Context: an optimization exercise on an open-source flow, tuned for small area, a short achievable clock period and few clock cycles. The choices shown serve that exercise and are no tape-out recipe.
The RTL was checked by simulation tests, not by an equivalence proof against the original design.

## bvm_encoder
module bvm_encoder (
    input  wire        clk,
    input  wire        rst,
    input  wire        cmd_valid,
    output wire        cmd_ready,
    input  wire [71:0] cmd_word,
    output reg         rsp_valid,
    output wire [35:0] rsp_word,
    input  wire [31:0] cur_l,
    input  wire [31:0] cur_r,
    input  wire [1:0]  rdy,
    output wire        out_valid,
    output wire [7:0]  out_byte
);
clock: 20.0 ns
lec_check: 0
cap_margin: 20
core_margin: 2
core_utilization: 40
slew_margin: 20
standard.sh (not shown) runs the stock make flow with config.mk's settings and CLKGATE_MAP_FILE= SYNTH_SCRIPT=/design/flow/synth_recipe.tcl, a recipe that flattens the netlist after the stock synthesis.
==> flow/flow/run.sh <==
#!/bin/bash
# Own layout flow: the standard ORFS flow (standard.sh) on every step,
# unchanged, except that the timing repair after clock tree synthesis and
# after global routing aims for a larger setup slack than the default 0 ns
# (SETUP_SLACK_MARGIN), so that the resizer also speeds up paths that
# already meet the 20 ns clock. The clock, constraints, synthesis, floorplan,
# power grid and tap cells are the standard ones.
# The full output of the ORFS run goes to standard_flow.log here; each ORFS
# step also keeps its own log under orfs/logs/.
set -euo pipefail
bash standard.sh SETUP_SLACK_MARGIN=13.5 finish > standard_flow.log 2>&1
The baseline ran to the end with no violations.
Testbench counts at the start, summed over its fixed seeds: cycles 16,188.
Rerun with:
--- a/flow/flow/run.sh
+++ b/flow/flow/run.sh
@@ -11 +11 @@
-bash standard.sh SETUP_SLACK_MARGIN=13.5 finish > standard_flow.log 2>&1
+bash standard.sh SETUP_SLACK_MARGIN=14.5 finish > standard_flow.log 2>&1
Settings changed: ABC_AREA set to 1.
=> Global-route usage decreases by 1.1 points. Routed wire length decreases by 4.9%. Flip-flop and latch count stays the same. Setup slack gets better by 0.62 ns. Register-to-register slack gets better by 0.69 ns. First-iteration DRC count increases by 20%. Non-clock buffer count decreases by 7. Maximum frequency increases by 10%.
Rerun with:
--- a/flow/flow/run.sh
+++ b/flow/flow/run.sh
@@ -11 +11 @@
-bash standard.sh SETUP_SLACK_MARGIN=14.5 finish > standard_flow.log 2>&1
+bash standard.sh SETUP_SLACK_MARGIN=15 finish > standard_flow.log 2>&1
Settings changed: TNS_END_PERCENT set to 0.
Result: Setup slack gets worse by 0.093 ns. Hold slack hardly moves. Cell area decreases by a little under a tenth.

========
bvm_encoder, a different RTL version from the one above (not shown whole).
Size in the first run: roughly 3800 cells after synthesis, roughly 200 flip-flops, ~190 I/O pins.
Settings: LEC_CHECK=0, ABC_AREA=1, CAP_MARGIN=20, CORE_MARGIN=2, CORE_UTILIZATION=40, SLEW_MARGIN=20, TNS_END_PERCENT=0; clock period 20.0 ns.
==> flow/flow/run.sh <==
#!/bin/bash
# Own layout flow: the standard ORFS flow (standard.sh) on every step,
# unchanged, except that the timing repair after clock tree synthesis and
# after global routing aims for a larger setup slack than the default 0 ns
# (SETUP_SLACK_MARGIN), so that the resizer also speeds up paths that
# already meet the 20 ns clock. The clock, constraints, synthesis, floorplan,
# power grid and tap cells are the standard ones.
# The full output of the ORFS run goes to standard_flow.log here; each ORFS
# step also keeps its own log under orfs/logs/.
set -euo pipefail
bash standard.sh SETUP_SLACK_MARGIN=14 finish > standard_flow.log 2>&1
The baseline produced a clean layout.
Testbench counts at the start, summed over its fixed seeds: cycles 16,188.
Next try:
--- a/flow/flow/run.sh
+++ b/flow/flow/run.sh
@@ -11 +11 @@
-bash standard.sh SETUP_SLACK_MARGIN=14 finish > standard_flow.log 2>&1
+bash standard.sh SETUP_SLACK_MARGIN=14.5 finish > standard_flow.log 2>&1
TNS_END_PERCENT = default   (was 0)
Clock-buffer cell count is lower by 3.
Cell count is higher by a few percent.
Setup slack improves by 0.27 ns.
Clock skew is higher by 0.0035 ns.
Register-to-register slack improves by 0.04 ns.
Die area does not change.
Area after synthesis does not change.
Next try:
--- a/flow/flow/run.sh
+++ b/flow/flow/run.sh
@@ -11 +11 @@
-bash standard.sh SETUP_SLACK_MARGIN=14.5 finish > standard_flow.log 2>&1
+bash standard.sh SETUP_SLACK_MARGIN=15 finish > standard_flow.log 2>&1
TNS_END_PERCENT = 0   (was default)
The changed run passed the timing, DRC and antenna checks; first-iteration DRC count falls by 8.5%; core utilization falls by 4.7 points; routed wire length falls by 8.9%; final cell count falls by 3.2%; register-to-register slack gets better by 0.15 ns.
Next try:
--- a/flow/flow/run.sh
+++ b/flow/flow/run.sh
@@ -11 +11 @@
-bash standard.sh SETUP_SLACK_MARGIN=15 finish > standard_flow.log 2>&1
+bash standard.sh SETUP_SLACK_MARGIN=16 finish > standard_flow.log 2>&1
Result: Hold slack stays the same. Utilization does not change. Routed wire length is unchanged. Clock skew does not change. Synthesized area stays the same. Cell area stays the same. Global-route usage does not change. Worst setup slack stays the same. Clock-buffer cell count is unchanged.

## what the ideal ports hide
The flow's constraints put no driver on any port. The routed layouts listed below were extracted and timed again, unchanged, in two steps.
Step 1 (the two cells are an assumption about what drives the block):
set clk [get_ports {clk}]
set_driving_cell -lib_cell sky130_fd_sc_hd__clkbuf_16 $clk
set_driving_cell -lib_cell sky130_fd_sc_hd__buf_2 [delete_from_list [all_inputs] $clk]
Step 2 adds t to the input delays and takes it off the output delays; t is the mean of the earliest and latest rising clock arrival at the registers after step 1. Input paths then give back, and output paths get back, about the clock's delay inside the block.
Three values: ideal, step 1, step 2; two values: the first two.
run | shift t [ns] | slack for setup (ns) | worst hold slack (ns) | worst data-port slew with drivers (ns) | pins driven straight from the clock port
the first run of note 1 | 0.550 | 13.357 / 13.357 / 13.034 | 0.360 / 0.360 / 0.360 | 0.11 | 1
the second run of note 1 | 0.552 | 13.980 / 13.984 / 13.432 | 0.352 / 0.352 / 0.352 | 0.09 | 1
the third run of note 1 | 0.549 | 13.887 / 13.892 / 13.343 | 0.353 / 0.353 / 0.353 | 0.10 | 1
the first run of note 2 | 0.625 | 13.955 / 13.894 / 13.412 | 0.353 / 0.353 / 0.353 | 0.07 | 1
the second run of note 2 | 0.645 | 14.223 / 14.223 / 13.905 | 0.357 / 0.357 / 0.357 | 0.10 | 1
the third run of note 2 | 0.624 | 14.293 / 14.331 / 13.712 | 0.354 / 0.354 / 0.354 | 0.07 | 1
the fourth run of note 2 | 0.624 | 14.293 / 14.331 / 13.712 | 0.354 / 0.354 / 0.354 | 0.07 | 1
After both steps setup and hold are still met in every run listed.
